This design comes from an exercise in tuning for small area, a short achievable clock period and few clock cycles on the open sky130 flow, not from production work. At most, simulation tests tie the RTL to the original design; equivalence was not proved. Function not checked in runs 1 and 2: the RTL went through the layout flow alone. Power is estimated from default activity; no workload was simulated. No driver is modelled on the clock port, so clocking that relies on it looks cheaper here than on a real chip.

`flow/design.v`:
```
module jc1_lane (
    input  wire       clk,
    input  wire       rst,         
    input  wire       cmd_valid,
    output wire       cmd_ready,
    input  wire [2:0] cmd_op,
    input  wire [7:0] cmd_data,
    output reg        res_valid,
    output reg  [7:0] res_data
);
    localparam OP_RESET  = 3'd0;
    localparam OP_STEP   = 3'd1;
    localparam OP_XOR    = 3'd2;
    localparam OP_WARMUP = 3'd3;
    localparam OP_PEEK_S = 3'd4;
    localparam OP_PEEK_P = 3'd5;
    localparam OP_PEEK_Q = 3'd6;
    function [7:0] add8(input [7:0] a, input [7:0] b, input cin);
        reg [7:0] g, pr, g1, p1, g2, p2, g3;
        begin
            g  = a & b;
            pr = a ^ b;
            g1 = g  | (pr & {g[6:0], cin});
            p1 = pr & {pr[6:0], 1'b1};
            g2 = g1 | (p1 & {g1[5:0], {2{cin}}});
            p2 = p1 & {p1[5:0], 2'b11};
            g3 = g2 | (p2 & {g2[3:0], {4{cin}}});
            add8 = pr ^ {g3[6:0], cin};
        end
    endfunction
    reg  [2047:0] ring;                        
    wire [7:0]    r0   = ring[7:0];
    wire [7:0]    r253 = ring[2031:2024];
    wire [7:0]    r254 = ring[2039:2032];
    reg        rst_r;
    reg  [7:0] B;                              
    reg  [7:0] p;
    reg  [7:0] dq;                             
    reg        al;                             
    reg        swp;                            
    reg  [7:0] vn;                             
    reg        rdy;                            
    reg        ld;                             
    reg        s1v;
    reg  [2:0] s1op;
    reg        s1step;                         
    reg        s1peek;                         
    reg        s1warm;                         
    reg        s1rst;                          
    reg  [7:0] s1d;
    reg  [7:0] s1x;                            
    reg        s2step;
    assign cmd_ready = rdy;
    wire fire      = s1v & (~s1step | al);
    wire fire_step = fire & s1step;
    wire last      = ~s1warm | (s1x == 8'd255);
    wire done      = fire & last;
    wire clear     = rst_r | (fire & s1rst);
    wire [7:0] sv = r0;                        
    wire [7:0] t  = add8(sv, s1x, 1'b0);
    wire [7:0] cs_s = dq ^ sv ^ s1x;
    wire [7:0] cs_c = (dq & sv) | (dq & s1x) | (sv & s1x);
    wire [7:0] cs_d = {cs_c[6:0], 1'b0};
    wire [7:0] ks   = add8(cs_s, cs_d, 1'b0);
    wire [7:0] ksm1 = add8(~(cs_s ^ cs_d), {(cs_s[6:0] | cs_d[6:0]), 1'b0}, 1'b0);
    wire [7:0] kp   = add8(s1d, ~B, 1'b0);
    wire [7:0] k    = s1peek ? kp : ks;
    wire [7:0] q_cur = dq + p + 8'd2;
    wire       al_n  = clear | fire_step | (B == p);
    reg        s2resp;                         
    reg  [1:0] s2mode;                         
    reg  [7:0] s2x;
    reg  [7:0] s2tp;                           
    reg        s2fwd;                          
    reg  [7:0] s2k;                            
    wire [7:0] pa = 8'd1 << s2k[2:0];
    wire [7:0] pb = 8'd1 << s2k[5:3];
    wire [63:0] lo;
    wire [3:0]  hin = ~(4'd1 << s2k[7:6]);
    genvar gl;
    generate
        for (gl = 0; gl < 64; gl = gl + 1) begin : dec
            assign lo[gl] = pb[gl / 8] & pa[gl % 8];
        end
    endgenerate
    wire [7:0] sq;
    genvar gq, gb, gt;
    generate
        for (gb = 0; gb < 8; gb = gb + 1) begin : bitq
            wire [3:0] gsel;                   
            for (gq = 0; gq < 4; gq = gq + 1) begin : quad
                wire [21:0] n;                 
                wire [5:0]  o;                 
                wire [1:0]  m;                 
                for (gt = 0; gt < 21; gt = gt + 1) begin : term
                    jc1_aoi3 u (
                        .a0(lo[3*gt]),   .b0(ring[8*(64*gq+3*gt)+gb]),
                        .a1(lo[3*gt+1]), .b1(ring[8*(64*gq+3*gt+1)+gb]),
                        .a2(lo[3*gt+2]), .b2(ring[8*(64*gq+3*gt+2)+gb]),
                        .y(n[gt]));
                end
                jc1_nand2 u21 (.a(lo[63]), .b(ring[8*(64*gq+63)+gb]), .y(n[21]));
                jc1_nand4 u0 (.a(n[0]),  .b(n[1]),  .c(n[2]),  .d(n[3]),  .y(o[0]));
                jc1_nand4 u1 (.a(n[4]),  .b(n[5]),  .c(n[6]),  .d(n[7]),  .y(o[1]));
                jc1_nand4 u2 (.a(n[8]),  .b(n[9]),  .c(n[10]), .d(n[11]), .y(o[2]));
                jc1_nand4 u3 (.a(n[12]), .b(n[13]), .c(n[14]), .d(n[15]), .y(o[3]));
                jc1_nand3 u4 (.a(n[16]), .b(n[17]), .c(n[18]), .y(o[4]));
                jc1_nand3 u5 (.a(n[19]), .b(n[20]), .c(n[21]), .y(o[5]));
                jc1_nor3  u6 (.a(o[0]), .b(o[1]), .c(o[2]), .y(m[0]));
                jc1_nor3  u7 (.a(o[3]), .b(o[4]), .c(o[5]), .y(m[1]));
                jc1_a21oi u8 (.a1(m[0]), .a2(m[1]), .b1(hin[gq]), .y(gsel[gq]));
            end
            assign sq[gb] = (gsel[0] | gsel[1]) | (gsel[2] | gsel[3]);
        end
    endgenerate
    wire kv = ~swp | (s2k > vn);
    reg        s3step;
    reg        s3resp;
    reg  [1:0] s3mode;
    reg  [7:0] s3x;
    reg  [7:0] s3tp;
    reg        s3fwd;
    reg        s3kv;
    reg  [7:0] s3sq;
    wire [7:0] sqf = s3fwd ? r253 : (s3kv ? s3sq : 8'd0);
    wire [7:0] r   = add8(s3tp, sqf, 1'b0);
    wire zero_in = clear | (swp & (vn != 8'd0));
    always @(posedge clk) begin
        ring[2023:8]    <= ring[2031:16];
        ring[2031:2024] <= s3step ? r : r254;
        ring[2039:2032] <= ring[2047:2040];
        ring[2047:2040] <= fire_step ? t : r0;
        ring[7:0]       <= zero_in ? 8'd0 : ring[15:8];
    end
    wire new_step = (cmd_op == OP_STEP) | (cmd_op == OP_XOR) | (cmd_op == OP_WARMUP);
    always @(posedge clk) begin
        rst_r <= rst;
        if (clear) begin
            B   <= 8'd1;
            p   <= 8'd0;
            dq  <= 8'd254;
            al  <= 1'b1;
            swp <= 1'b1;
            vn  <= 8'd255;
        end else begin
            B   <= B + 8'd1;
            if (fire_step) begin
                p  <= p + 8'd1;
                dq <= ksm1;
            end
            al  <= al_n;
            swp <= (vn != 8'd0);
            if (vn != 8'd0)
                vn <= vn - 8'd1;
        end
        if (rst) begin
            s1v <= 1'b0;
            rdy <= 1'b1;
            ld  <= 1'b1;
        end else if (ld) begin
            s1v <= cmd_valid;
            rdy <= ~cmd_valid | ~new_step | ((cmd_op != OP_WARMUP) & al_n);
            ld  <= ~cmd_valid | ~new_step | ((cmd_op != OP_WARMUP) & al_n);
        end else begin
            s1v <= ~done;
            rdy <= al_n & (~s1warm | ((s1x + {7'd0, fire}) == 8'd255));
            ld  <= done | (al_n & (~s1warm | ((s1x + {7'd0, fire}) == 8'd255)));
        end
        if (ld) begin
            s1op   <= cmd_op;
            s1step <= new_step;
            s1peek <= (cmd_op == OP_PEEK_S);
            s1warm <= (cmd_op == OP_WARMUP);
            s1rst  <= (cmd_op == OP_RESET);
            s1d    <= cmd_data;
            s1x    <= (cmd_op == OP_STEP) ? cmd_data : 8'd0;
        end else if (fire) begin
            s1x    <= s1x + 8'd1;
        end
        s2step <= ~rst & fire_step;
        s2resp <= ~rst & done;
        s2tp   <= t + p + 8'd1;
        s2fwd  <= (k == 8'd254) & s2step;
        s2k    <= k;
        case (s1op)
            OP_STEP:   begin s2mode <= 2'd1; s2x <= 8'd0;  end
            OP_XOR:    begin s2mode <= 2'd1; s2x <= s1d;   end
            OP_PEEK_S: begin s2mode <= 2'd2; s2x <= 8'd0;  end
            OP_PEEK_P: begin s2mode <= 2'd0; s2x <= p;     end
            OP_PEEK_Q: begin s2mode <= 2'd0; s2x <= q_cur; end
            default:   begin s2mode <= 2'd0; s2x <= 8'd0;  end
        endcase
        s3step <= ~rst & s2step;
        s3resp <= ~rst & s2resp;
        s3mode <= s2mode;
        s3x    <= s2x;
        s3tp   <= s2tp;
        s3fwd  <= s2fwd;
        s3kv   <= kv;
        s3sq   <= sq;
        res_valid <= ~rst & s3resp;
        res_data  <= (s3mode == 2'd1) ? (r ^ s3x) :
                     (s3mode == 2'd2) ? sqf : s3x;
    end
endmodule
module jc1_aoi3 (
    input  wire a0, b0, a1, b1, a2, b2,
    output wire y
);
    assign y = ~((a0 & b0) | (a1 & b1) | (a2 & b2));
endmodule
module jc1_nand2 (input wire a, b, output wire y);
    assign y = ~(a & b);
endmodule
module jc1_nand3 (input wire a, b, c, output wire y);
    assign y = ~(a & b & c);
endmodule
module jc1_nand4 (input wire a, b, c, d, output wire y);
    assign y = ~(a & b & c & d);
endmodule
module jc1_nor3 (input wire a, b, c, output wire y);
    assign y = ~(a | b | c);
endmodule
module jc1_a21oi (input wire a1, a2, b1, output wire y);
    assign y = ~((a1 & a2) | b1);
endmodule
```
`flow/flow/run.sh`:
```
#!/bin/bash
# The standard layout, with the port buffers made of buf_4 cells instead of
# the delay buffers buffer_ports picks by default, and clock tree synthesis
# run with the standard settings but without dummy loads.  make's output goes
# to standard.log here; each ORFS step's log is under orfs/logs/.
set -euo pipefail
cd "$(dirname "${BASH_SOURCE[0]}")/.."
cts="-sink_clustering_enable -repair_clock_nets -sink_clustering_size 30"
cts="$cts -sink_clustering_max_diameter 60 -buf_list sky130_fd_sc_hd__clkbuf_16"
cts="$cts -dont_use_dummy_load"
bash standard.sh 'BUFFER_PORTS_ARGS=-buffer_cell sky130_fd_sc_hd__buf_4' \
  "CTS_ARGS=$cts" finish > standard.log 2>&1
```
`flow/standard.sh`:
```
#!/bin/bash
# synth_recipe.tcl (not shown) runs the flow's synth.tcl, then flattens the netlist and writes it again
# the make line also repeats each setting of config.mk as NAME=value (left out here)
make -C /OpenROAD-flow-scripts/flow DESIGN_CONFIG=/design/flow/config.mk WORK_HOME=/design/flow/orfs CLKGATE_MAP_FILE= SYNTH_SCRIPT=/design/flow/synth_recipe.tcl "${@:-finish}"
```
`flow/config.mk`:
```
export PLATFORM = sky130hd
export DESIGN_NAME = jc1_lane
export DESIGN_NICKNAME = jc1_lane
export VERILOG_FILES = /design/flow/design.v
export SDC_FILE = /design/flow/constraint.sdc
export NUM_CORES = 4
export LEC_CHECK = 0
export CAP_MARGIN = 20
export CORE_MARGIN = 2
export CORE_UTILIZATION = 50
export CTS_BUF_LIST = sky130_fd_sc_hd__clkbuf_16
export CTS_CLUSTER_DIAMETER = 60
export CTS_CLUSTER_SIZE = 30
export PLACE_DENSITY = 0.6
export SLEW_MARGIN = 20
export SYNTH_HIERARCHICAL = 1
export SYNTH_MINIMUM_KEEP_SIZE = 0
```
`flow/constraint.sdc`:
```
create_clock -name core_clock -period 13.0 [get_ports {clk}]
set_input_delay 2.6000 -clock core_clock [delete_from_list [all_inputs] [get_ports {clk}]]
set_output_delay 2.6000 -clock core_clock [all_outputs]
set_load 0.01 [all_outputs]
```
==> results_dict.tcl, run 1 <==
set metrics [dict create \
    status "timing/DRC/antenna clean" \
    drt_iter0_drc 5295 \
    synth_nets 4026 \
    start_util_pct 50.5 \
    final_cell_mix "dfxtp_1, a222oi_1, nand4_1" \
    dp_hpwl_um 95000 \
    numCtsBuffers 115 \
    clockBufferDepth 3 \
    postCtsSetupBuffers 0 \
    worst_slew_pin_slew_ps 992 \
    hold_class "flop to flop" \
    drtAntennaViolNets 0 \
    clkTransAtPathRegs_ps 100 \
    holdPathStages 0 \
    rsz0062_at_grt "no" \
    layout_commonest_cell "dfxtp_1" \
    worstPathCellList "buf_4" \
    r2r-end "s3sq[6]" \
    wl_per_cell_um 26.9 \
    synth-seq-cells 2177 \
    grt_pass1_wl_um 220000 \
    grt_usage_pct 25.2 \
    final_hold_viol_count 0 \
    dieArea_mm2 0.118 \
    cp.arrival_ps 1160 \
    cp_slowest_cell "dfxtp_1" \
    maxSlewHeadroom_pct 33.8 \
    grt_overflow 0 \
    fmax_ghz 0.266 \
    setup_tns_ps 0 \
    cpPeakStageDelay_ps 310 \
    cellPowerDensity_mw_per_mm2 170 \
    final_area_mm2 0.0632 \
    postCtsHoldBufs 0 \
    crit_buf_inv 1 \
    firstDrtPassIters 10 \
    clock_power_share_pct 32.9 \
    required_ps 10400 \
    via_count 34100 \
    final_cells 5615 \
    seq_area_frac_synth_pct 75.9 \
    endpoint_kind "output port" \
    drive_above_1_share_pct 9.34 \
    finalCritPeriodShare_pct 29.0 \
    tritoncts "built" \
    seqPwrFrac_pct 63.1 \
    cts-root-buf "clkbuf_16" \
    die_h_um 344 \
    core-area_mm2 0.114 \
    die_width_um 344 \
    worst-setup-path-type "flop to output port" \
    syn_inst 3925 \
    start_kind "flop" \
    layout.nets 4203 \
    swShare_pct 21.8 \
    syn2layout_area_growth_pct 9.55 \
    setup_viol 0 \
    holdCritStartpoint "ring[21]" \
    io_buffers 23 \
    synth-async-reset-ratio_pct 0 \
    reg2reg_depth 8 \
    ctsResizeCount 0 \
    grt_pass1_vias 32700 \
    cp_top_family "flip-flops" \
    holdPathEnd "ring[13]" \
    vias_per_cell 6.08 \
    path_max_fanout 1 \
    ys.warnings.count 7 \
    placementRows 124 \
    skew_ps 71.8 \
    power.switching_mw 2.34 \
    synth_edf_count 23 \
    cap_violations 0 \
    insertion_delay_ps 750 \
    placed_cell_area_mm2 0.0603 \
    synth_cell_type_count 58 \
    grt_antenna_before_repair 4 \
    place_inst 5497 \
    place_congestion 0.835 \
    period_minus_slack_ps 3760 \
    synth_flop_cell "dfxtp_1" \
    drv_slew 0 \
    io_pins 24 \
    syn-cell-area_mm2 0.0577 \
    ir_drop_uv 121 \
    rrSetupSlack_ps 9520 \
    p_leak_nw 23.4 \
    clock-sinks 2177 \
    p_int_mw 8.39 \
    power_frac_comb_pct 3.9 \
    drt-total-wl_um 151000 \
    htree_levels 3 \
    synth_area_per_cell_um2 14.7 \
    grt_max_degree 33 \
    drc 0 \
    reg2reg_from "s2k[2]" \
]
-- synthesized netlist by cell type (3+ instances only) --
cell type	instances	share of area, %
a211oi_1	6	0.078
a21o_1	9	0.12
a21oi_1	30	0.26
a21oi_2	32	0.49
a222oi_1	672	12
a22o_1	14	0.21
a31oi_1	4	0.043
and2_1	11	0.12
and3_1	7	0.076
buf_2	3	0.026
clkbuf_1	28	0.18
dfxtp_1	2154	75
edfxtp_1	23	1.2
fa_1	14	0.49
ha_1	73	1.6
inv_1	72	0.47
mux2_2	7	0.14
mux2i_1	16	0.28
nand2_1	100	0.65
nand2b_1	12	0.13
nand3_1	87	0.75
nand3b_1	8	0.10
nand4_1	136	1.5
nor2_1	117	0.76
nor2b_1	14	0.15
nor3_1	11	0.095
nor3_2	64	1.1
o2111ai_1	3	0.046
o211ai_1	9	0.12
o21a_1	8	0.10
o21ai_0	43	0.37
o21bai_1	7	0.091
o31ai_1	3	0.039
or2_2	4	0.043
or3_1	7	0.076
or4_1	9	0.12
xnor2_1	53	0.80
xor2_1	27	0.41
-- per-stage QoR --
| stage | power (mW) | hold slack, ps | util, % | setup slack, ps |
|---|---|---|---|---|
| 5_1_grt | 11.1 | 306 | 55.3 | 9190 |
| 2_1_floorplan | 7.14 | 310 | - | 9510 |
| 4_1_cts | 10.8 | 302 | 55.3 | 9190 |
| 3_5_place_dp | 7.35 | 312 | 52.8 | 9220 |
| 3_3_place_gp | 7.35 | 311 | 52.8 | 9210 |
| 6_report | 10.7 | 288 | 55.3 | 9240 |
-- cells by family after synthesis --
kind of cell             after synthesis  share of synthesized area [%]
buffers and inverters                104                          0.683
adder cells (fa/ha/maj)               88                           2.09
AND/OR/NAND/NOR                      592                           5.74
AO/OA/AOI/OAI                        861                           13.9
XOR/XNOR                              80                           1.21
flip-flops                          2177                           75.9
multiplexers                          23                          0.414
-- registers in the layout, summed over array words and instances, names as in the netlist, 3 cells and up --
| register | count |
|---|---|
| dq | 8 |
| s2k | 8 |
| s2tp | 8 |
| s1op | 3 |
| s3tp | 8 |
| s2x | 8 |
| s1x | 8 |
| vn | 8 |
| s3sq | 8 |
| s1d | 8 |
| res_data | 8 |
| B | 8 |
| ring | 2048 |
| p | 8 |
| s3x | 8 |
-- worst max path at each step --
stage	cells past startpoint	slack [ps]	endpoint	start
floorplan	5	9510	ld	cmd_op[0]
global placement	6	9210	s1x[5]	cmd_op[2]
detailed placement	6	9220	s1x[7]	cmd_op[2]
CTS	1	9190	res_data[6]	res_data[6]
global route	1	9190	res_data[6]	res_data[6]
finish	1	9240	res_data[6]	res_data[6]
-- Yosys stat by module, one instance, submodules excluded --
module     copies in the design  area, um2
jc1_lane                      1      48800
jc1_aoi3                    672       10.0
jc1_nor3                     64       10.0
jc1_a21oi                    32       8.76
jc1_nand4                   128       6.26
jc1_nand3                    64       5.00
jc1_nand2                    32       3.75
-- per-layer routing --
metal	wire length (um)	up-vias	track usage (%)
met5	11	-	0
met4	5120	2	8.79
met3	13000	193	5.10
met2	64500	1287	37.5
met1	68300	16900	36.4
li1	-	15700	-
-- layout make-up --
cell class,instances,area [um2]
fill,9287,51100
sequential,2177,43800
multi-input combinational,1644,13700
clock buffer,115,2880
tap,1512,1890
timing repair buffer,92,691
inverter,72,270
antenna,3,7.51
-- power groups by stage --
stage	sequential, mW	clock, mW	combinational (mW)
after floorplan	6.90	0	0.239
after global placement	6.93	0	0.416
after detailed placement	6.93	0	0.417
after CTS	6.77	3.59	0.419
after global routing	6.78	3.82	0.452
final	6.78	3.53	0.424
==> run 2: changes to the inputs <==
--- a/flow/design.v
+++ b/flow/design.v
@@ -91,7 +91,7 @@
             for (gq = 0; gq < 4; gq = gq + 1) begin : quad
                 wire [21:0] n;                 
                 wire [5:0]  o;                 
-                wire [1:0]  m;                 
+                wire [2:0]  m;                 
                 for (gt = 0; gt < 21; gt = gt + 1) begin : term
                     jc1_aoi3 u (
                         .a0(lo[3*gt]),   .b0(ring[8*(64*gq+3*gt)+gb]),
@@ -106,9 +106,10 @@
                 jc1_nand4 u3 (.a(n[12]), .b(n[13]), .c(n[14]), .d(n[15]), .y(o[3]));
                 jc1_nand3 u4 (.a(n[16]), .b(n[17]), .c(n[18]), .y(o[4]));
                 jc1_nand3 u5 (.a(n[19]), .b(n[20]), .c(n[21]), .y(o[5]));
-                jc1_nor3  u6 (.a(o[0]), .b(o[1]), .c(o[2]), .y(m[0]));
-                jc1_nor3  u7 (.a(o[3]), .b(o[4]), .c(o[5]), .y(m[1]));
-                jc1_a21oi u8 (.a1(m[0]), .a2(m[1]), .b1(hin[gq]), .y(gsel[gq]));
+                jc1_nor2  u6 (.a(o[0]), .b(o[1]), .y(m[0]));
+                jc1_nor2  u7 (.a(o[2]), .b(o[3]), .y(m[1]));
+                jc1_nor2  u8 (.a(o[4]), .b(o[5]), .y(m[2]));
+                jc1_a31oi u9 (.a1(m[0]), .a2(m[1]), .a3(m[2]), .b1(hin[gq]), .y(gsel[gq]));
             end
             assign sq[gb] = (gsel[0] | gsel[1]) | (gsel[2] | gsel[3]);
         end
@@ -218,9 +219,9 @@
 module jc1_nand4 (input wire a, b, c, d, output wire y);
     assign y = ~(a & b & c & d);
 endmodule
-module jc1_nor3 (input wire a, b, c, output wire y);
-    assign y = ~(a | b | c);
-endmodule
-module jc1_a21oi (input wire a1, a2, b1, output wire y);
-    assign y = ~((a1 & a2) | b1);
-endmodule
+module jc1_nor2 (input wire a, b, output wire y);
+    assign y = ~(a | b);
+endmodule
+module jc1_a31oi (input wire a1, a2, a3, b1, output wire y);
+    assign y = ~((a1 & a2 & a3) | b1);
+endmodule
==> results_dict.tcl, run 2 <==
set metrics [dict create \
    rrSetupSlack_ps 9420 \
    path_max_fanout 1 \
    wl_per_cell_um 26.3 \
    die_width_um 343 \
    synth_edf_count 23 \
    firstDrtPassIters 10 \
    grt_usage_pct 24.7 \
    synth_cell_type_count 59 \
    syn_inst 3959 \
    vias_per_cell 6.05 \
    cp.arrival_ps 1130 \
    maxSlewHeadroom_pct 34.3 \
    clock-sinks 2177 \
    holdPathEnd "ring[1510]" \
    rsz0062_at_grt "no" \
    skew_ps 97.0 \
    via_count 34200 \
    cap_violations 0 \
    worstPathCellList "buf_4" \
    cp.depth 1 \
    finalCritPeriodShare_pct 28.7 \
    drt_iter0_drc 5577 \
    dp_hpwl_um 94800 \
    seq_area_frac_synth_pct 76.4 \
    tritoncts "built" \
    core-area_mm2 0.114 \
    required_ps 10400 \
    grt_pass1_wl_um 216000 \
    worst_slew_pin_slew_ps 986 \
    start_util_pct 50.3 \
    synthTopCellsByCount "dfxtp_1, a222oi_1, nor2_1, nand4_1, nand2_1" \
    drive_above_1_share_pct 6.95 \
    crit_buf_inv 1 \
    holdCritStartpoint "ring[1518]" \
    grt_pass1_vias 32500 \
    period_minus_slack_ps 3730 \
    start_kind "flop" \
    layout_commonest_cell "dfxtp_1" \
    synth_area_per_cell_um2 14.5 \
    numCtsBuffers 120 \
    placementRows 124 \
    insertion_delay_ps 740 \
    drv_slew 0 \
    ys.warnings.count 7 \
    ir_drop_uv 130 \
    yosysTopAreaCell "dfxtp_1" \
    netlist.area_leader.share_pct 75.2 \
    clockBufferDepth 3 \
    top_register "ring" \
    clkTransAtPathRegs_ps 90 \
    ys_top_cells_by_area "dfxtp_1, a222oi_1, ha_1, nand4_1, nor2_1" \
    syn-cell-area_mm2 0.0574 \
    postCtsSetupBuffers 0 \
    cellPowerDensity_mw_per_mm2 171 \
    synth_nets 4060 \
    dp_slack_ps 9230 \
    yosysMostFrequentCell "dfxtp_1" \
    worst-setup-path-type "flop to output port" \
    final_area_mm2 0.0630 \
    syn2layout_area_growth_pct 9.73 \
    grt_antenna_before_repair 7 \
    postLayoutSetupSlackWorst_ps 9270 \
    grt_overflow 0 \
    layout.nets 4232 \
    io_buffers 23 \
    ctsResizeCount 0 \
    synth_flop_cell "dfxtp_1" \
    cp_slowest_cell "dfxtp_1" \
    holdPathStages 0 \
    reg2reg_from "s2k[0]" \
    synth-async-reset-ratio_pct 0 \
    die_h_um 343 \
    status "timing/DRC/antenna clean" \
    htree_levels 3 \
    placed_cell_area_mm2 0.0599 \
    synth-seq-cells 2177 \
    largest_register_ffs 2048 \
    postCtsHoldBufs 0 \
    drtAntennaViolNets 0 \
    final_cell_mix "dfxtp_1, a222oi_1, nor2_1" \
    drt-total-wl_um 148000 \
    setup_viol 0 \
    reg2reg_depth 9 \
    cts-root-buf "clkbuf_16" \
    final_hold_viol_count 0 \
    setup_tns_ps 0 \
    endpoint_kind "output port" \
    p_leak_nw 23.4 \
    fmax_ghz 0.268 \
    grt_max_degree 33 \
    place_congestion 0.913 \
    hold_class "flop to flop" \
    r2r-end "s3sq[6]" \
    cp_top_family "flip-flops" \
    cpPeakStageDelay_ps 310 \
    io_pins 24 \
    dieArea_mm2 0.117 \
    drc 0 \
]
==> run 2: changes by cell type after synthesis, sizes merged, moves of 2 or more <==
cell   before  now
nor3       75   12
xnor2      53   44
nor2      117  211
a31oi       4   36
nor4        0    2
xor2       27   35
inv        72   70
nand4     136  134
a21oi      62   32
==> run 2: cells by family (layout without fill, tap and decap cells) <==
group / Yosys count / after routing / share of synthesized area, %
DFF: 2177 / 2177 / 76.4
AOI/OAI and AO/OA: 861 / 861 / 13.9
and+or+nand+nor: 627 / 627 / 5.34
buffers and inverters: 104 / 274 / 0.689
adders and majority gates: 88 / 88 / 2.10
xor gates and xnor gates: 79 / 79 / 1.21
muxes: 23 / 23 / 0.417
other: 0 / 3 / 0
==> run 2: how the worst max path moves through the flow <==
stage	from	endpoint
global placement	cmd_op[2]	ld
CTS	rdy	cmd_ready
floorplan	cmd_op[0]	ld
finish	res_data[7]	res_data[7]
global route	res_data[4]	res_data[4]
detailed placement	cmd_op[2]	ld
==> run 2: Yosys stat by module, one instance, submodules excluded <==
module,times used,flip-flops and latches
jc1_aoi3,672,0
jc1_nand4,128,0
jc1_a31oi,32,0
jc1_lane,1,2177
jc1_nand2,32,0
jc1_nor2,96,0
jc1_nand3,64,0
==> run 2: final cells by class <==
class                           count  area (um2)
Fill cell                        9341       51100
Sequential cell                  2177       43800
Multi-Input combinational cell   1678       13300
Clock buffer                      120        3000
Tap cell                         1512        1890
Timing Repair Buffer               84         631
Inverter                           70         263
Antenna cell                        3        7.51
==> run 2: where the power goes <==
group / switching [mW] / internal (mW)
Sequential: 0.0579 / 6.72
Clock: 1.98 / 1.63
Combinational: 0.283 / 0.106
==> run 2: per-stage QoR <==
stage / instances / power [mW] / hold WS, ps / utilization [%]
2_1_floorplan: 3959 / 7.13 / 310 / -
3_3_place_gp: 5521 / 7.32 / 312 / 52.6
3_5_place_dp: 5521 / 7.32 / 312 / 52.6
4_1_cts: 5641 / 10.8 / 272 / 55.2
5_1_grt: 5641 / 11.1 / 265 / 55.2
6_report: 5644 / 10.8 / 261 / 55.2
==> run 2: per-layer routing <==
layer  global-route usage [%]  share of wire (%)  vias to the layer above
met4                     8.74                3.7                        2
met1                     35.6                 45                    16900
li1                         -                  -                    15800
met5                        0             0.0088                        -
met3                     4.48                7.4                      214
met2                     37.1                 44                     1228
==> run 3: changes to the inputs <==
--- a/flow/design.v
+++ b/flow/design.v
@@ -35,10 +35,9 @@
     reg        rst_r;
     reg  [7:0] B;                              
     reg  [7:0] p;
-    reg  [7:0] dq;                             
+    reg  [7:0] dk;                             
     reg        al;                             
     reg        swp;                            
-    reg  [7:0] vn;                             
     reg        rdy;                            
     reg        ld;                             
     reg        s1v;
@@ -48,24 +47,22 @@
     reg        s1warm;                         
     reg        s1rst;                          
     reg  [7:0] s1d;
-    reg  [7:0] s1x;                            
+    reg  [7:0] s1xm;                           
     reg        s2step;
     assign cmd_ready = rdy;
     wire fire      = s1v & (~s1step | al);
     wire fire_step = fire & s1step;
-    wire last      = ~s1warm | (s1x == 8'd255);
+    wire last      = ~s1warm | (s1xm == 8'd254);
     wire done      = fire & last;
     wire clear     = rst_r | (fire & s1rst);
     wire [7:0] sv = r0;                        
-    wire [7:0] t  = add8(sv, s1x, 1'b0);
-    wire [7:0] cs_s = dq ^ sv ^ s1x;
-    wire [7:0] cs_c = (dq & sv) | (dq & s1x) | (sv & s1x);
-    wire [7:0] cs_d = {cs_c[6:0], 1'b0};
-    wire [7:0] ks   = add8(cs_s, cs_d, 1'b0);
-    wire [7:0] ksm1 = add8(~(cs_s ^ cs_d), {(cs_s[6:0] | cs_d[6:0]), 1'b0}, 1'b0);
+    wire [7:0] t  = add8(sv, s1xm, 1'b1);
+    wire [7:0] cs_s = dk ^ sv ^ s1xm;
+    wire [7:0] cs_c = (dk & sv) | (dk & s1xm) | (sv & s1xm);
+    wire [7:0] ks   = add8(cs_s, {cs_c[6:0], 1'b0}, 1'b0);
     wire [7:0] kp   = add8(s1d, ~B, 1'b0);
     wire [7:0] k    = s1peek ? kp : ks;
-    wire [7:0] q_cur = dq + p + 8'd2;
+    wire [7:0] q_cur = add8(dk, p, 1'b1);
     wire       al_n  = clear | fire_step | (B == p);
     reg        s2resp;                         
     reg  [1:0] s2mode;                         
@@ -114,7 +111,8 @@
             assign sq[gb] = (gsel[0] | gsel[1]) | (gsel[2] | gsel[3]);
         end
     endgenerate
-    wire kv = ~swp | (s2k > vn);
+    wire [7:0] nb = ~B + 8'd1;
+    wire kv = ~swp | (s2k > nb);
     reg        s3step;
     reg        s3resp;
     reg  [1:0] s3mode;
@@ -125,7 +123,7 @@
     reg  [7:0] s3sq;
     wire [7:0] sqf = s3fwd ? r253 : (s3kv ? s3sq : 8'd0);
     wire [7:0] r   = add8(s3tp, sqf, 1'b0);
-    wire zero_in = clear | (swp & (vn != 8'd0));
+    wire zero_in = clear | (swp & (B != 8'd0));
     always @(posedge clk) begin
         ring[2023:8]    <= ring[2031:16];
         ring[2031:2024] <= s3step ? r : r254;
@@ -139,20 +137,17 @@
         if (clear) begin
             B   <= 8'd1;
             p   <= 8'd0;
-            dq  <= 8'd254;
+            dk  <= 8'd255;
             al  <= 1'b1;
             swp <= 1'b1;
-            vn  <= 8'd255;
         end else begin
             B   <= B + 8'd1;
             if (fire_step) begin
                 p  <= p + 8'd1;
-                dq <= ksm1;
+                dk <= ks;
             end
             al  <= al_n;
-            swp <= (vn != 8'd0);
-            if (vn != 8'd0)
-                vn <= vn - 8'd1;
+            swp <= swp & (B != 8'd0);
         end
         if (rst) begin
             s1v <= 1'b0;
@@ -164,8 +159,8 @@
             ld  <= ~cmd_valid | ~new_step | ((cmd_op != OP_WARMUP) & al_n);
         end else begin
             s1v <= ~done;
-            rdy <= al_n & (~s1warm | ((s1x + {7'd0, fire}) == 8'd255));
-            ld  <= done | (al_n & (~s1warm | ((s1x + {7'd0, fire}) == 8'd255)));
+            rdy <= al_n & (~s1warm | ((s1xm + {7'd0, fire}) == 8'd254));
+            ld  <= done | (al_n & (~s1warm | ((s1xm + {7'd0, fire}) == 8'd254)));
         end
         if (ld) begin
             s1op   <= cmd_op;
@@ -174,9 +169,9 @@
             s1warm <= (cmd_op == OP_WARMUP);
             s1rst  <= (cmd_op == OP_RESET);
             s1d    <= cmd_data;
-            s1x    <= (cmd_op == OP_STEP) ? cmd_data : 8'd0;
+            s1xm   <= (cmd_op == OP_STEP) ? cmd_data - 8'd1 : 8'hff;
         end else if (fire) begin
-            s1x    <= s1x + 8'd1;
+            s1xm   <= s1xm + 8'd1;
         end
         s2step <= ~rst & fire_step;
         s2resp <= ~rst & done;
--- a/flow/flow/run.sh
+++ b/flow/flow/run.sh
@@ -5,7 +5,7 @@
 # to standard.log here; each ORFS step's log is under orfs/logs/.
 set -euo pipefail
 cd "$(dirname "${BASH_SOURCE[0]}")/.."
-cts="-sink_clustering_enable -repair_clock_nets -sink_clustering_size 30"
+cts="-sink_clustering_enable -repair_clock_nets -sink_clustering_size 35"
 cts="$cts -sink_clustering_max_diameter 60 -buf_list sky130_fd_sc_hd__clkbuf_16"
 cts="$cts -dont_use_dummy_load"
 bash standard.sh 'BUFFER_PORTS_ARGS=-buffer_cell sky130_fd_sc_hd__buf_4' \
--- a/flow/config.mk
+++ b/flow/config.mk
@@ -10,7 +10,7 @@
 export CORE_UTILIZATION = 50
 export CTS_BUF_LIST = sky130_fd_sc_hd__clkbuf_16
 export CTS_CLUSTER_DIAMETER = 60
-export CTS_CLUSTER_SIZE = 30
+export CTS_CLUSTER_SIZE = 35
 export PLACE_DENSITY = 0.6
 export SLEW_MARGIN = 20
 export SYNTH_HIERARCHICAL = 1
==> results_dict.tcl, run 3 <==
set metrics [dict create \
    status "timing/DRC/antenna clean" \
    clock_power_share_pct 32.6 \
    cap_violations 0 \
    worstPathCellList "buf_4" \
    synth_area_per_cell_um2 14.6 \
    cts-root-buf "clkbuf_16" \
    htree_levels 3 \
    seq_area_frac_synth_pct 76.8 \
    clock-sinks 2169 \
    met3_usage_pct 3.64 \
    cp.arrival_ps 1150 \
    drtAntennaViolNets 0 \
    yosysMostFrequentCell "dfxtp_1" \
    top_register "ring" \
    synth-async-reset-ratio_pct 0 \
    core-area_mm2 0.113 \
    layout_commonest_cell "dfxtp_1" \
    multiInputGateArea_mm2 0.0131 \
    insertion_delay_ps 740 \
    ir_drop_uv 117 \
    met1_usage_pct 36.2 \
    die_h_um 341 \
    place_congestion 0.856 \
    grt_overflow 0 \
    hold_class "flop to flop" \
    fmax_ghz 0.266 \
    setup_viol 0 \
    worst_slew_pin_slew_ps 984 \
    cpPeakStageDelay_ps 310 \
    start_kind "flop" \
    cellPowerDensity_mw_per_mm2 176 \
    power.switching_mw 2.49 \
    synth-seq-cells 2169 \
    cp_slowest_cell "dfxtp_1" \
    io_pins 24 \
    synth_edf_count 23 \
    ys_top_cells_by_area "dfxtp_1, a222oi_1, nand4_1, nor2_1, ha_1" \
    firstDrtPassIters 9 \
    dp_hpwl_um 95100 \
    largest_register_ffs 2048 \
    ys.warnings.count 7 \
    grt_antenna_before_repair 3 \
    path_max_fanout 1 \
    crit_buf_inv 1 \
    drc 0 \
    finalCritPeriodShare_pct 28.9 \
    postCtsSetupBuffers 0 \
    tritoncts "built" \
    worst-setup-path-type "flop to output port" \
    placementRows 123 \
    synth_nets 3975 \
    netlist.area_leader.share_pct 75.6 \
    seqPwrFrac_pct 62.1 \
    p_int_mw 8.52 \
    ctsResizeCount 0 \
    postCtsHoldBufs 0 \
    required_ps 10400 \
    die_width_um 341 \
    start_util_pct 50.5 \
    drt_iter0_drc 5625 \
    power_frac_comb_pct 5.4 \
    skew_ps 78.7 \
    grt_max_degree 36 \
    clkTransAtPathRegs_ps 110 \
    yosysTopAreaCell "dfxtp_1" \
    layout.nets 4153 \
    maxSlewHeadroom_pct 34.2 \
    final_cell_mix "dfxtp_1, a222oi_1, nor2_1" \
    syn-cell-area_mm2 0.0568 \
    wl_per_cell_um 26.6 \
    grtUsageMet2_pct 38.4 \
    p_total_mw 11.0 \
    synth_cell_type_count 61 \
    io_buffers 23 \
    syn2layout_area_growth_pct 9.77 \
    grt_pass1_vias 32400 \
    clockBufferDepth 3 \
    numCtsBuffers 119 \
    synth_flop_cell "dfxtp_1" \
    drt-total-wl_um 148000 \
    area.sequential_mm2 0.0437 \
    grt_usage_pct 24.8 \
    rsz0062_at_grt "no" \
    cp_top_family "flip-flops" \
    fillCellCount 9364 \
    whs_ps 257 \
    syn_inst 3890 \
    grt_pass1_wl_um 216000 \
    via_count 34000 \
    period_minus_slack_ps 3750 \
    setup_tns_ps 0 \
    p_leak_nw 22.9 \
    vias_per_cell 6.11 \
    drv_slew 0 \
    final_hold_viol_count 0 \
    endpoint_kind "output port" \
    dieArea_mm2 0.116 \
    swShare_pct 22.6 \
    synthTopCellsByCount "dfxtp_1, a222oi_1, nor2_1, nand4_1, nand2_1" \
    busiest_layer "met2" \
    drive_above_1_share_pct 7.11 \
]
run 3: cell types whose count changed in the layout (fill, tap and decap cells not counted), sizes merged, moves of 8 or more:
cell | before | now
xnor2 | 44 | 57
a22oi | 2 | 10
xor2 | 35 | 27
inv | 70 | 38
nor2 | 211 | 220
ha | 73 | 60
a21oi | 32 | 24
dfxtp | 2154 | 2146
o21ai | 43 | 33
run 3: per-layer routing:
metal | vias to the layer above | wire, um
li1 | 15600 | -
met1 | 17000 | 67300
met2 | 1163 | 66300
met3 | 201 | 10100
met4 | 2 | 4540
met5 | - | 13
run 3: final timing paths:
kind	from	to	slack (ps)	cells past startpoint
max	res_valid	res_valid	9250	1
min	s2fwd	s3fwd	260	0
max reg2reg	s2k[2]	s3sq[5]	9500	8
min reg2reg	s2fwd	s3fwd	260	0
run 3: through the flow:
stage                     setup WS (ps)  cell area (um2)  util [%]  cells
after detailed placement           8810            59400      52.7   5447
after global placement             8810            59400      52.7   5447
after global routing               9190            62400      55.4   5566
after CTS                          9200            62400      55.4   5566
after floorplan                    9050            56800         -   3890
final                              9250            62400      55.4   5572
run 3: modules after synthesis (local to each module, per instance):
module     area (um2)  flops+latches
jc1_lane        48300           2169
jc1_aoi3         10.0              0
jc1_a31oi        6.26              0
jc1_nand4        6.26              0
jc1_nand3        5.00              0
jc1_nand2        3.75              0
jc1_nor2         3.75              0
run 3: area by class of cell:
class / count / area share, %
sequential: 2169 / 70.0
multi-input combinational: 1652 / 21.0
clock buffer: 119 / 4.77
tap: 1500 / 3.01
timing repair buffer: 87 / 1.05
inverter: 39 / 0.235
antenna: 6 / 0.0241
run 3: power groups by stage:
stage	logic [mW]	registers, mW	clock network (mW)
detailed placement	0.585	6.99	0
floorplan	0.341	6.94	0
global route	0.633	6.85	3.89
global placement	0.581	6.98	0
finish	0.590	6.84	3.59
CTS	0.587	6.83	3.65
run 3: cells by family (layout without fill, tap and decap cells):
family                   after synthesis  in the layout  share of synthesized area, %
buffers and inverters                 69            245                         0.502
flip-flops                          2169           2169                          76.8
multiplexers                          25             25                         0.464
other                                  0              6                             0
XOR/XNOR                              84             84                          1.29
AO/OA/AOI/OAI                        840            840                          13.8
adder cells (fa/ha/maj)               71             71                          1.71
AND/OR/NAND/NOR                      632            632                          5.42
Testbench counts of run 3, summed over its fixed seeds: cycles 19,267.
==> run 4: changes to the inputs <==
--- a/flow/flow/run.sh
+++ b/flow/flow/run.sh
@@ -5,7 +5,7 @@
 # to standard.log here; each ORFS step's log is under orfs/logs/.
 set -euo pipefail
 cd "$(dirname "${BASH_SOURCE[0]}")/.."
-cts="-sink_clustering_enable -repair_clock_nets -sink_clustering_size 35"
+cts="-sink_clustering_enable -repair_clock_nets -sink_clustering_size 30"
 cts="$cts -sink_clustering_max_diameter 60 -buf_list sky130_fd_sc_hd__clkbuf_16"
 cts="$cts -dont_use_dummy_load"
 bash standard.sh 'BUFFER_PORTS_ARGS=-buffer_cell sky130_fd_sc_hd__buf_4' \
--- a/flow/config.mk
+++ b/flow/config.mk
@@ -10,7 +10,7 @@
 export CORE_UTILIZATION = 50
 export CTS_BUF_LIST = sky130_fd_sc_hd__clkbuf_16
 export CTS_CLUSTER_DIAMETER = 60
-export CTS_CLUSTER_SIZE = 35
+export CTS_CLUSTER_SIZE = 30
 export PLACE_DENSITY = 0.6
 export SLEW_MARGIN = 20
 export SYNTH_HIERARCHICAL = 1
==> results_dict.tcl, run 4 <==
set metrics [dict create \
    status "timing/DRC/antenna clean" \
    seq_area_frac_synth_pct 76.8 \
    numCtsBuffers 119 \
    synth_area_per_cell_um2 14.6 \
    skew_ps 80.9 \
    drt_iter0_drc 5547 \
    setup_tns_ps 0 \
    required_ps 10400 \
    start_kind "flop" \
    setup_viol 0 \
    cpPeakStageDelay_ps 310 \
    layout.nets 4153 \
    postLayoutSetupSlackWorst_ps 9250 \
    grt_antenna_before_repair 3 \
    ctsResizeCount 0 \
    synth_flop_cell "dfxtp_1" \
    drv_slew 0 \
    drt-total-wl_um 148000 \
    place_congestion 0.856 \
    tritoncts "built" \
    cp_slowest_cell "dfxtp_1" \
    die_width_um 341 \
    cp.arrival_ps 1150 \
    ys.warnings.count 7 \
    largest_register_ffs 2048 \
    htree_levels 3 \
    cellPowerDensity_mw_per_mm2 177 \
    finalCritPeriodShare_pct 28.8 \
    yosysMostFrequentCell "dfxtp_1" \
    grt_overflow 0 \
    worst_slew_pin_slew_ps 994 \
    synth_nets 3975 \
    synth-seq-cells 2169 \
    io_pins 24 \
    clkTransAtPathRegs_ps 100 \
    syn_inst 3890 \
    period_minus_slack_ps 3750 \
    insertion_delay_ps 740 \
    synthTopCellsByCount "dfxtp_1, a222oi_1, nor2_1, nand4_1, nand2_1" \
    grt_max_degree 33 \
    synth_edf_count 23 \
    top_register "ring" \
    wl_per_cell_um 26.6 \
    p_leak_nw 22.9 \
    grt_pass1_vias 32400 \
    grt_pass1_wl_um 216000 \
    fmax_ghz 0.267 \
    rrSetupSlack_ps 9500 \
    placementRows 123 \
    place_inst 5447 \
    synth-async-reset-ratio_pct 0 \
    layout_commonest_cell "dfxtp_1" \
    dp_hpwl_um 95100 \
    dp_slack_ps 8810 \
    dieArea_mm2 0.116 \
    via_count 33800 \
    hold_class "flop to flop" \
    cts-root-buf "clkbuf_16" \
    core-area_mm2 0.113 \
    maxSlewHeadroom_pct 33.7 \
    rsz0062_at_grt "no" \
    firstDrtPassIters 9 \
    drtAntennaViolNets 0 \
    whs_ps 260 \
    vias_per_cell 6.08 \
    ir_drop_uv 117 \
    yosysTopAreaCell "dfxtp_1" \
    clock-sinks 2169 \
    drive_above_1_share_pct 7.11 \
    syn-cell-area_mm2 0.0568 \
    ys_top_cells_by_area "dfxtp_1, a222oi_1, nand4_1, nor2_1, ha_1" \
    crit_buf_inv 1 \
    grt_usage_pct 24.8 \
    path_max_fanout 1 \
    clockBufferDepth 3 \
    synth_cell_type_count 61 \
    cap_violations 0 \
    die_h_um 341 \
    worst-setup-path-type "flop to output port" \
    endpoint_kind "output port" \
    postCtsSetupBuffers 0 \
    start_util_pct 50.5 \
    final_cells 5571 \
    syn2layout_area_growth_pct 9.77 \
    io_buffers 23 \
    worstPathCellList "buf_4" \
    final_hold_viol_count 0 \
    netlist.area_leader.share_pct 75.6 \
    final_cell_mix "dfxtp_1, a222oi_1, nor2_1" \
    postCtsHoldBufs 0 \
    drc 0 \
    cp_top_family "flip-flops" \
]
==> run 4: worst paths after layout <==
| kind | endpoint | startpoint | cells past startpoint |
|---|---|---|---|
| worst max-delay path | res_valid | res_valid | 1 |
| worst min-delay path | s3fwd | s2fwd | 0 |
| worst max register to register | s3sq[7] | s2k[5] | 8 |
| worst min register to register | s3fwd | s2fwd | 0 |
==> run 4: Yosys stat by module (local to each module, per instance) <==
| module | cells inside | copies in the design | cell area (um2) |
|---|---|---|---|
| jc1_a31oi | 1 | 32 | 6.26 |
| jc1_aoi3 | 1 | 672 | 10.0 |
| jc1_lane | 2866 | 1 | 48300 |
| jc1_nand2 | 1 | 32 | 3.75 |
| jc1_nand3 | 1 | 64 | 5.00 |
| jc1_nand4 | 1 | 128 | 6.26 |
| jc1_nor2 | 1 | 96 | 3.75 |
==> run 4: per-layer routing <==
layer  vias up  GRT usage, %  part of all wire, %
met5         -             0               0.0088
met4         2          7.58                  3.2
met3       196          3.68                  7.0
met2      1172          38.4                   45
met1     16800          36.1                   45
li1      15600             -                    -
==> run 4: cells by family (layout without fill, tap and decap cells) <==
logic type | after synthesis | after routing | synth area share [%]
flip-flops | 2169 | 2169 | 76.8
multiplexers | 25 | 25 | 0.464
AO/OA/AOI/OAI | 840 | 840 | 13.8
other | 0 | 5 | 0
XOR/XNOR | 84 | 84 | 1.29
buffers and inverters | 69 | 245 | 0.502
AND/OR/NAND/NOR | 632 | 632 | 5.42
adder cells (fa/ha/maj) | 71 | 71 | 1.71
==> run 4: cell type report <==
class                           count  area (um2)
Inverter                           39         146
Sequential cell                  2169       43700
Tap cell                         1500        1880
Clock buffer                      119        2980
Timing Repair Buffer               87         653
Fill cell                        9368       50300
Multi-Input combinational cell   1652       13100
Antenna cell                        5        12.5
==> run 4: power breakdown <==
group,leakage (nW),internal (mW),switching [mW]
clock,1.47,1.61,1.97
sequential,17.5,6.74,0.0899
combinational,3.91,0.159,0.432
==> run 4: per-stage QoR <==
stage	util [%]	area (um2)	power, mW
after floorplan	-	56800	7.28
after global placement	52.7	59400	7.57
after detailed placement	52.7	59400	7.57
after CTS	55.4	62400	11.1
after global routing	55.4	62400	11.4
final	55.4	62400	11.0
==> run 5: changes to the inputs <==
--- a/flow/flow/run.sh
+++ b/flow/flow/run.sh
@@ -6,7 +6,7 @@
 set -euo pipefail
 cd "$(dirname "${BASH_SOURCE[0]}")/.."
 cts="-sink_clustering_enable -repair_clock_nets -sink_clustering_size 30"
-cts="$cts -sink_clustering_max_diameter 60 -buf_list sky130_fd_sc_hd__clkbuf_16"
+cts="$cts -sink_clustering_max_diameter 100 -buf_list sky130_fd_sc_hd__clkbuf_16"
 cts="$cts -dont_use_dummy_load"
 bash standard.sh 'BUFFER_PORTS_ARGS=-buffer_cell sky130_fd_sc_hd__buf_4' \
   "CTS_ARGS=$cts" finish > standard.log 2>&1
--- a/flow/config.mk
+++ b/flow/config.mk
@@ -9,7 +9,7 @@
 export CORE_MARGIN = 2
 export CORE_UTILIZATION = 50
 export CTS_BUF_LIST = sky130_fd_sc_hd__clkbuf_16
-export CTS_CLUSTER_DIAMETER = 60
+export CTS_CLUSTER_DIAMETER = 100
 export CTS_CLUSTER_SIZE = 30
 export PLACE_DENSITY = 0.6
 export SLEW_MARGIN = 20
==> results_dict.tcl, run 5 <==
set metrics [dict create \
    status "timing/DRC/antenna clean" \
    yosysMostFrequentCell "dfxtp_1" \
    clockBufferDepth 3 \
    setup_tns_ps 0 \
    maxSlewHeadroom_pct 35.0 \
    place_congestion 0.856 \
    syn-cell-area_mm2 0.0568 \
    area.sequential_mm2 0.0437 \
    final_cells 5536 \
    synth_area_per_cell_um2 14.6 \
    finalCritPeriodShare_pct 28.6 \
    dieArea_mm2 0.116 \
    drive_above_1_share_pct 6.28 \
    synth-seq-cells 2169 \
    clock-sinks 2169 \
    synthTopCellsByCount "dfxtp_1, a222oi_1, nor2_1, nand4_1, nand2_1" \
    path_max_fanout 1 \
    htree_levels 3 \
    ir_drop_uv 122 \
    grt_pass1_wl_um 214000 \
    worst-setup-path-type "flop to output port" \
    postCtsSetupBuffers 0 \
    worst_slew_pin_slew_ps 975 \
    drtAntennaViolNets 0 \
    rsz0062_at_grt "no" \
    ys_top_cells_by_area "dfxtp_1, a222oi_1, nand4_1, nor2_1, ha_1" \
    layout.nets 4117 \
    netlist.area_leader.share_pct 75.6 \
    drt-total-wl_um 147000 \
    cpPeakStageDelay_ps 320 \
    dp_hpwl_um 95100 \
    cap_violations 0 \
    synth_nets 3975 \
    multiInputGateArea_mm2 0.0131 \
    cp_slowest_cell "dfxtp_1" \
    wl_per_cell_um 26.6 \
    die_h_um 341 \
    crit_buf_inv 1 \
    required_ps 10400 \
    cp.arrival_ps 1110 \
    syn2layout_area_growth_pct 8.19 \
    syn_inst 3890 \
    final_cell_mix "dfxtp_1, a222oi_1, nor2_1" \
    grt_max_degree 33 \
    cts-root-buf "clkbuf_16" \
    grt_usage_pct 24.7 \
    yosysTopAreaCell "dfxtp_1" \
    place_inst 5447 \
    fmax_ghz 0.269 \
    skew_ps 53.8 \
    top_register "ring" \
    die_width_um 341 \
    final_hold_viol_count 0 \
    tritoncts "built" \
    via_count 33600 \
    postCtsHoldBufs 0 \
    grt_antenna_before_repair 3 \
    placementRows 123 \
    worstPathCellList "buf_4" \
    hold_class "flop to flop" \
    numCtsBuffers 83 \
    setup_viol 0 \
    ctsResizeCount 0 \
    firstDrtPassIters 9 \
    insertion_delay_ps 690 \
    cp_top_family "flip-flops" \
    start_kind "flop" \
    postLayoutCoreUtil_pct 54.6 \
    synth_flop_cell "dfxtp_1" \
    synth_edf_count 23 \
    synth_cell_type_count 61 \
    fillCellCount 9443 \
    core-area_mm2 0.113 \
    ys.warnings.count 7 \
    cellPowerDensity_mw_per_mm2 170 \
    largest_register_ffs 2048 \
    layout_commonest_cell "dfxtp_1" \
    drc 0 \
    p_leak_nw 22.5 \
    io_pins 24 \
    drv_slew 0 \
    vias_per_cell 6.08 \
    endpoint_kind "output port" \
    grt_pass1_vias 31900 \
    io_buffers 23 \
    synth-async-reset-ratio_pct 0 \
    grt_overflow 0 \
    period_minus_slack_ps 3710 \
    start_util_pct 50.5 \
    drt_iter0_drc 5584 \
    seq_area_frac_synth_pct 76.8 \
    clkTransAtPathRegs_ps 100 \
]
run 5: Yosys stat by module, one instance, submodules excluded:
module	cell area, um2	flip-flops and latches
jc1_aoi3	10.0	0
jc1_a31oi	6.26	0
jc1_lane	48300	2169
jc1_nand2	3.75	0
jc1_nand4	6.26	0
jc1_nand3	5.00	0
jc1_nor2	3.75	0
run 5: kinds of logic after synthesis:
| logic type | Yosys count | share of synthesized area [%] |
|---|---|---|
| AND/OR/NAND/NOR | 632 | 5.42 |
| XOR/XNOR | 84 | 1.29 |
| multiplexers | 25 | 0.464 |
| buffers and inverters | 69 | 0.502 |
| flip-flops | 2169 | 76.8 |
| AO/OA/AOI/OAI | 840 | 13.8 |
| adder cells (fa/ha/maj) | 71 | 1.71 |
run 5: path summary, 6_finish.rpt:
check | depth (start not counted) | endpoint | start | slack (ps)
min reg2reg | 0 | ring[78] | ring[86] | 280
max | 1 | res_data[2] | res_data[2] | 9290
max reg2reg | 9 | s3sq[1] | s2k[0] | 9480
min | 0 | ring[78] | ring[86] | 280
run 5: per-stage QoR:
step                      hold WS, ps  setup slack [ps]  power [mW]  instance area, um2
after global routing              289              9230        10.8               61500
after floorplan                   310              9050        7.28               56800
after global placement            311              8810        7.57               59400
after CTS                         287              9230        10.5               61500
after detailed placement          312              8810        7.57               59400
final                             283              9290        10.5               61500
run 5: area by class of cell:
cell class,instances,share of cell area [%]
tap,1500,3.05
timing repair buffer,87,1.06
multi-input combinational,1652,21.3
inverter,39,0.238
clock buffer,83,3.38
antenna,6,0.0244
sequential,2169,71.0
run 5: worst reg2reg max path, stage by stage, from the launching register on:
cell	delay, ps
dfxtp_1	390
inv_1	110
nand3_1	550
nor2_2	370
buf_4	320
a222oi_1	340
nand3_1	180
nor2_1	510
a31oi_1	160
or4_1	490
run 5: per-layer routing:
metal	up-vias	global-route usage, %	routed length [um]
li1	15600	-	-
met2	1123	38.1	65800
met4	4	7.35	4640
met3	178	3.48	9990
met5	-	0	27
met1	16800	36.0	66900
run 5: power by group:
part / leakage, nW / internal, mW / total, mW / switching (mW)
registers: 17.5 / 6.75 / 6.84 / 0.0902
logic: 3.91 / 0.159 / 0.590 / 0.431
clock network: 1.02 / 1.16 / 3.03 / 1.87
==> run 6: changes to the inputs <==
--- a/flow/config.mk
+++ b/flow/config.mk
@@ -11,6 +11,7 @@
 export CTS_BUF_LIST = sky130_fd_sc_hd__clkbuf_16
 export CTS_CLUSTER_DIAMETER = 100
 export CTS_CLUSTER_SIZE = 30
+export GPL_TIMING_DRIVEN = 0
 export PLACE_DENSITY = 0.6
 export SLEW_MARGIN = 20
 export SYNTH_HIERARCHICAL = 1
==> results_dict.tcl, run 6 <==
set metrics [dict create \
    cp_slowest_cell "clkbuf_1" \
    seq_area_frac_synth_pct 76.8 \
    fmax_ghz 0.220 \
    core-area_mm2 0.113 \
    swShare_pct 23.2 \
    drv_slew 0 \
    p_int_mw 8.12 \
    grt_overflow 0 \
    ir_drop_uv 104 \
    power_frac_comb_pct 6.8 \
    synth_nets 3975 \
    postLayoutSetupSlackWorst_ps 8450 \
    busiest_layer "met2" \
    synth-async-reset-ratio_pct 0 \
    grt_antenna_before_repair 6 \
    cts-root-buf "clkbuf_16" \
    layout_commonest_cell "dfxtp_1" \
    numCtsBuffers 83 \
    power.switching_mw 2.45 \
    yosysTopAreaCell "dfxtp_1" \
    place_congestion 0.853 \
    die_width_um 341 \
    clock-sinks 2169 \
    yosysMostFrequentCell "dfxtp_1" \
    path_max_fanout 18 \
    p_leak_nw 22.9 \
    hold_class "flop to flop" \
    grtUsageMet2_pct 38.4 \
    synth_area_per_cell_um2 14.6 \
    vias_per_cell 6.13 \
    cpPeakStageDelay_ps 740 \
    htree_levels 3 \
    synth_edf_count 23 \
    reg2reg_depth 10 \
    syn_inst 3890 \
    period_minus_slack_ps 4550 \
    dp_slack_ps 8520 \
    cp.depth 10 \
    holdCritStartpoint "s2fwd" \
    ys.warnings.count 7 \
    met1_usage_pct 35.9 \
    ctsResizeCount 0 \
    cap_violations 0 \
    postCtsSetupBuffers 0 \
    grt_pass1_vias 32700 \
    grt_max_degree 31 \
    holdPathStages 0 \
    start_util_pct 50.5 \
    syn2layout_area_growth_pct 11.0 \
    drt_iter0_drc 5432 \
    via_count 34100 \
    netlist.area_leader.share_pct 75.6 \
    placementRows 123 \
    syn-cell-area_mm2 0.0568 \
    cellPowerDensity_mw_per_mm2 168 \
    grt_usage_pct 25.1 \
    final_hold_viol_count 0 \
    finalCritPeriodShare_pct 35.0 \
    status "timing/DRC/antenna clean" \
    worstPathCellList "clkbuf_1 -> or3b_2 -> clkbuf_1 -> nor2_4 -> buf_16 -> a222oi_1 -> nand4_1 -> nor2_1 -> a31oi_1 -> or4_1" \
    setup_tns_ps 0 \
    worst-setup-path-type "flop to flop" \
    reg2reg_from "s2k[3]" \
    postCtsHoldBufs 0 \
    final_cell_mix "dfxtp_1, a222oi_1, nor2_1" \
    drc 0 \
    top_register "ring" \
    grt_pass1_wl_um 218000 \
    drive_above_1_share_pct 6.40 \
    drt-total-wl_um 149000 \
    clkTransAtPathRegs_ps 110 \
    cp_common_cell "clkbuf_1" \
    met3_usage_pct 3.78 \
    synth_cell_type_count 61 \
    wl_per_cell_um 26.8 \
    largest_register_ffs 2048 \
    die_h_um 341 \
    cp-startpoint "s2k[3]" \
    clockBufferDepth 3 \
    synth_flop_cell "dfxtp_1" \
    dieArea_mm2 0.116 \
    crit_buf_inv 3 \
    worst_slew_pin_slew_ps 1160 \
    skew_ps 46.7 \
    clock_power_share_pct 28.7 \
    tritoncts "built" \
    io_pins 24 \
    ys_top_cells_by_area "dfxtp_1, a222oi_1, nand4_1, nor2_1, ha_1" \
    cp_top_family "simple AND/OR/NAND/NOR gates" \
    synthTopCellsByCount "dfxtp_1, a222oi_1, nor2_1, nand4_1, nand2_1" \
    start_kind "flop" \
    io_buffers 23 \
    maxSlewHeadroom_pct 22.3 \
    seqPwrFrac_pct 64.4 \
    setup_viol 0 \
    layout.nets 4148 \
    cp.arrival_ps 5070 \
    rsz0062_at_grt "no" \
    insertion_delay_ps 700 \
    endpoint_kind "flop" \
    required_ps 13520 \
    firstDrtPassIters 7 \
    synth-seq-cells 2169 \
    dp_hpwl_um 103000 \
    drtAntennaViolNets 0 \
]
==> run 6: cell counts after synthesis <==
Identical to the previous run, type by type.
==> run 6: cell type report <==
class | instances | area [um2]
plain buffers | 30 | 143
diodes | 5 | 12.5
multi-input cells | 1652 | 13400
fillers | 9136 | 49600
clock buffers | 83 | 2080
well taps | 1500 | 1880
repair buffers | 88 | 1800
flip-flops and latches | 2169 | 43700
inverters | 39 | 146
==> run 6: kinds of logic after synthesis <==
kind of cell | synth area share [%]
adder cells (fa/ha/maj) | 1.71
AO/OA/AOI/OAI | 13.8
XOR/XNOR | 1.29
flip-flops | 76.8
AND/OR/NAND/NOR | 5.42
buffers and inverters | 0.502
multiplexers | 0.464
==> run 6: metrics by stage <==
stage | hold WS, ps | utilization, % | std cells | cell area [um2] | power, mW
3_3_place_gp | 312 | 52.3 | 5413 | 58900 | 7.53
3_5_place_dp | 312 | 54.2 | 5478 | 61000 | 7.68
2_1_floorplan | 310 | - | 3890 | 56800 | 7.28
6_report | 310 | 56.0 | 5566 | 63100 | 10.6
5_1_grt | 316 | 56.0 | 5561 | 63100 | 10.9
4_1_cts | 314 | 56.0 | 5561 | 63100 | 10.6
==> run 6: path summary, 6_finish.rpt <==
| path | end | slack, ps |
|---|---|---|
| hold reg to reg | s3fwd | 310 |
| setup reg to reg | s3sq[1] | 8450 |
| hold / removal | s3fwd | 310 |
| setup / recovery | s3sq[1] | 8450 |
==> run 6: per-layer routing <==
metal,wire (um),share of wire (%),vias to the layer above
met3,10400,7.0,220
met2,65200,44,1258
li1,-,-,15600
met4,6910,4.6,0
met5,0,0,-
met1,66500,45,17000
==> run 6: modules after synthesis (local to each module, per instance) <==
module / cells / flip-flops and latches / copies in the design / area [um2]
jc1_a31oi: 1 / 0 / 32 / 6.26
jc1_aoi3: 1 / 0 / 672 / 10.0
jc1_lane: 2866 / 2169 / 1 / 48300
jc1_nand2: 1 / 0 / 32 / 3.75
jc1_nand3: 1 / 0 / 64 / 5.00
jc1_nand4: 1 / 0 / 128 / 6.26
jc1_nor2: 1 / 0 / 96 / 3.75
==> run 6: power by group through the flow <==
stage,combinational [mW],clock (mW),sequential (mW)
after floorplan,0.341,0,6.94
after global placement,0.562,0,6.96
after detailed placement,0.715,0,6.97
after CTS,0.718,3.10,6.81
after global routing,0.769,3.32,6.83
final,0.723,3.04,6.81
==> run 7: changes to the inputs <==
--- a/flow/config.mk
+++ b/flow/config.mk
@@ -7,12 +7,11 @@
 export LEC_CHECK = 0
 export CAP_MARGIN = 20
 export CORE_MARGIN = 2
-export CORE_UTILIZATION = 50
+export CORE_UTILIZATION = 58
 export CTS_BUF_LIST = sky130_fd_sc_hd__clkbuf_16
 export CTS_CLUSTER_DIAMETER = 100
 export CTS_CLUSTER_SIZE = 30
-export GPL_TIMING_DRIVEN = 0
-export PLACE_DENSITY = 0.6
+export PLACE_DENSITY = 0.72
 export SLEW_MARGIN = 20
 export SYNTH_HIERARCHICAL = 1
 export SYNTH_MINIMUM_KEEP_SIZE = 0
==> results_dict.tcl, run 7 <==
set metrics [dict create \
    status "timing/DRC/antenna clean" \
    grt_max_degree 33 \
    reg2reg_from "s2k[2]" \
    setup_tns_ps 0 \
    io_buffers 23 \
    drc 0 \
    cp-startpoint "res_valid" \
    synth_edf_count 23 \
    period_minus_slack_ps 3730 \
    drive_above_1_share_pct 6.21 \
    path_max_fanout 1 \
    place_inst 5220 \
    synth_nets 3975 \
    p_leak_nw 22.5 \
    rsz0062_at_grt "no" \
    drt-total-wl_um 140000 \
    final_cells 5304 \
    layout_commonest_cell "dfxtp_1" \
    cts-root-buf "clkbuf_16" \
    syn-cell-area_mm2 0.0568 \
    core-area_mm2 0.0969 \
    cp_top_family "flip-flops" \
    numCtsBuffers 83 \
    p_total_mw 10.4 \
    synthTopCellsByCount "dfxtp_1, a222oi_1, nor2_1, nand4_1, nand2_1" \
    clockBufferDepth 3 \
    vias_per_cell 6.46 \
    syn2layout_area_growth_pct 7.64 \
    final_area_mm2 0.0612 \
    maxSlewHeadroom_pct 35.3 \
    io_pins 24 \
    synth-async-reset-ratio_pct 0 \
    ctsResizeCount 0 \
    endpoint_kind "output port" \
    dieArea_mm2 0.101 \
    worstPathCellList "buf_4" \
    largest_register_ffs 2048 \
    insertion_delay_ps 680 \
    synth_area_per_cell_um2 14.6 \
    clock_power_share_pct 28.9 \
    drt_iter0_drc 5878 \
    grt_usage_pct 27.5 \
    tritoncts "built" \
    power_frac_comb_pct 5.5 \
    start_util_pct 58.7 \
    ir_drop_uv 101 \
    hold_class "flop to flop" \
    skew_ps 61.5 \
    synth_cell_type_count 61 \
    yosysTopAreaCell "dfxtp_1" \
    firstDrtPassIters 9 \
    ys.warnings.count 7 \
    synth-seq-cells 2169 \
    dp_slack_ps 8770 \
    multiInputGateArea_mm2 0.0131 \
    wl_per_cell_um 26.5 \
    grt_overflow 0 \
    cap_violations 0 \
    top_register "ring" \
    cp.arrival_ps 1130 \
    cp.depth 1 \
    crit_end "res_valid" \
    clkTransAtPathRegs_ps 110 \
    netlist.area_leader.share_pct 75.6 \
    htree_levels 3 \
    worst-setup-path-type "flop to output port" \
    p_int_mw 8.06 \
    synth_flop_cell "dfxtp_1" \
    clock-sinks 2169 \
    cpPeakStageDelay_ps 320 \
    place_congestion 0.916 \
    dp_hpwl_um 91600 \
    final_cell_mix "dfxtp_1, a222oi_1, nor2_1" \
    yosysMostFrequentCell "dfxtp_1" \
    cp_slowest_cell "dfxtp_1" \
    power.switching_mw 2.35 \
    area.sequential_mm2 0.0437 \
    crit_buf_inv 1 \
    r2r-end "s3sq[3]" \
    postCtsSetupBuffers 0 \
    final_hold_viol_count 0 \
    layout.nets 4114 \
    seqPwrFrac_pct 65.6 \
    cellPowerDensity_mw_per_mm2 170 \
    syn_inst 3890 \
    setup_viol 0 \
    placementRows 114 \
    drtAntennaViolNets 0 \
    fmax_ghz 0.268 \
    ys_top_cells_by_area "dfxtp_1, a222oi_1, nand4_1, nor2_1, ha_1" \
    grt_pass1_wl_um 208000 \
    drv_slew 0 \
    die_width_um 317 \
    die_h_um 317 \
    rrSetupSlack_ps 9450 \
    swShare_pct 22.6 \
    grt_antenna_before_repair 2 \
    finalCritPeriodShare_pct 28.7 \
    placed_cell_area_mm2 0.0591 \
    start_kind "flop" \
    required_ps 10400 \
    grt_pass1_vias 32600 \
    postCtsHoldBufs 0 \
    reg2reg_depth 8 \
    worst_slew_pin_slew_ps 968 \
    via_count 34300 \
    seq_area_frac_synth_pct 76.8 \
    postLayoutSetupSlackWorst_ps 9270 \
    fillCellCount 7236 \
]
-- run 7: final cells by class --
| class | count | area share (%) |
|---|---|---|
| flip-flops and latches | 2169 | 71.3 |
| multi-input cells | 1652 | 21.4 |
| clock buffers | 83 | 3.39 |
| well taps | 1276 | 2.61 |
| repair buffers | 84 | 1.03 |
| inverters | 39 | 0.239 |
| diodes | 1 | 0.00409 |
-- run 7: kinds of logic (layout without fill, tap and decap cells) --
group | after synthesis | after routing | share of synthesized area [%]
other cells | 0 | 1 | 0
xor+xnor | 84 | 84 | 1.29
mux | 25 | 25 | 0.464
fa+ha+maj | 71 | 71 | 1.71
simple gates | 632 | 632 | 5.42
compound gates | 840 | 840 | 13.8
buf+inv | 69 | 206 | 0.502
flops | 2169 | 2169 | 76.8
-- run 7: how the worst min path moves through the flow --
| stage | start | to | slack, ps | cells past startpoint |
|---|---|---|---|---|
| final | s2tp[0] | s3tp[0] | 290 | 0 |
| after global routing | s2tp[0] | s3tp[0] | 300 | 0 |
| after CTS | s2tp[0] | s3tp[0] | 300 | 0 |
| after detailed placement | s2x[4] | s3x[4] | 310 | 0 |
| after global placement | s2tp[3] | s3tp[3] | 310 | 0 |
| after floorplan | s2fwd | s3fwd | 310 | 0 |
-- run 7: power by group through the flow --
stage	Combinational [mW]	Clock [mW]	Sequential, mW
6_report	0.573	3.01	6.83
5_1_grt	0.612	3.27	6.85
4_1_cts	0.564	3.04	6.83
3_5_place_dp	0.562	0	6.98
3_3_place_gp	0.555	0	6.98
2_1_floorplan	0.341	0	6.94
-- run 7: through the flow --
stage / utilization [%] / hold slack, ps
6_report: 63.2 / 292
5_1_grt: 63.2 / 297
4_1_cts: 63.2 / 296
3_5_place_dp: 61.0 / 312
3_3_place_gp: 61.0 / 311
2_1_floorplan: - / 310
-- run 7: per-layer routing --
| layer | part of all wire [%] | vias to the layer above | global-route usage [%] |
|---|---|---|---|
| li1 | - | 15500 | - |
| met1 | 43 | 17000 | 39.5 |
| met2 | 44 | 1545 | 41.3 |
| met3 | 9.0 | 225 | 5.00 |
| met4 | 4.6 | 0 | 11.5 |
| met5 | 0 | - | 0 |
-- run 7: per-module statistics from Yosys, one instance, submodules excluded --
module,area (um2),flops+latches
jc1_aoi3,10.0,0
jc1_nand3,5.00,0
jc1_nand2,3.75,0
jc1_lane,48300,2169
jc1_nor2,3.75,0
jc1_nand4,6.26,0
jc1_a31oi,6.26,0
-- run 7: worst reg2reg max path: cells and delay by family, from the launching register on --
kind	cells	cell delay (ps)
and+or+nand+nor	5	2110
buffers and inverters	1	340
AOI/OAI and AO/OA	2	520
DFF	1	500

## what the ideal ports hide
In the flow no input, the clock included, has a driving cell. The finished layouts below were timed again as built, in two steps.
Step 1, drivers: a clkbuf_16 drives clk and a buf_2 each remaining input, both assumed.
Step 2, shift: input delay + t, output delay - t, t = (earliest + latest rising clock arrival at the registers) / 2. This alone moves slack from input paths to output paths.
a / b / c = ideal / step 1 / step 2; a / b = the first two.
| run | shift t [ns] | setup slack, ns | worst hold slack (ns) | cell pins on the clock port's net |
|---|---|---|---|---|
| run 1 | 0.781 | 9.236 / 9.166 / 9.137 | 0.288 / 0.288 / 0.288 | 1 |
| run 2 | 0.773 | 9.268 / 9.185 / 9.256 | 0.261 / 0.261 / 0.261 | 1 |
| run 3 | 0.786 | 9.245 / 9.166 / 8.772 | 0.257 / 0.257 / 0.257 | 1 |
| run 4 | 0.779 | 9.255 / 9.177 / 8.771 | 0.260 / 0.260 / 0.260 | 1 |
| run 5 | 0.742 | 9.286 / 9.207 / 8.826 | 0.283 / 0.283 / 0.283 | 1 |
| run 6 | 0.747 | 8.453 / 8.453 / 8.453 | 0.310 / 0.310 / 0.310 | 1 |
| run 7 | 0.730 | 9.274 / 9.199 / 8.753 | 0.292 / 0.292 / 0.292 | 1 |
After both steps every run listed still meets setup and hold. The setup slack of run 7, which loses most, moves by -0.075 ns with the drivers and by -0.521 ns with both steps.
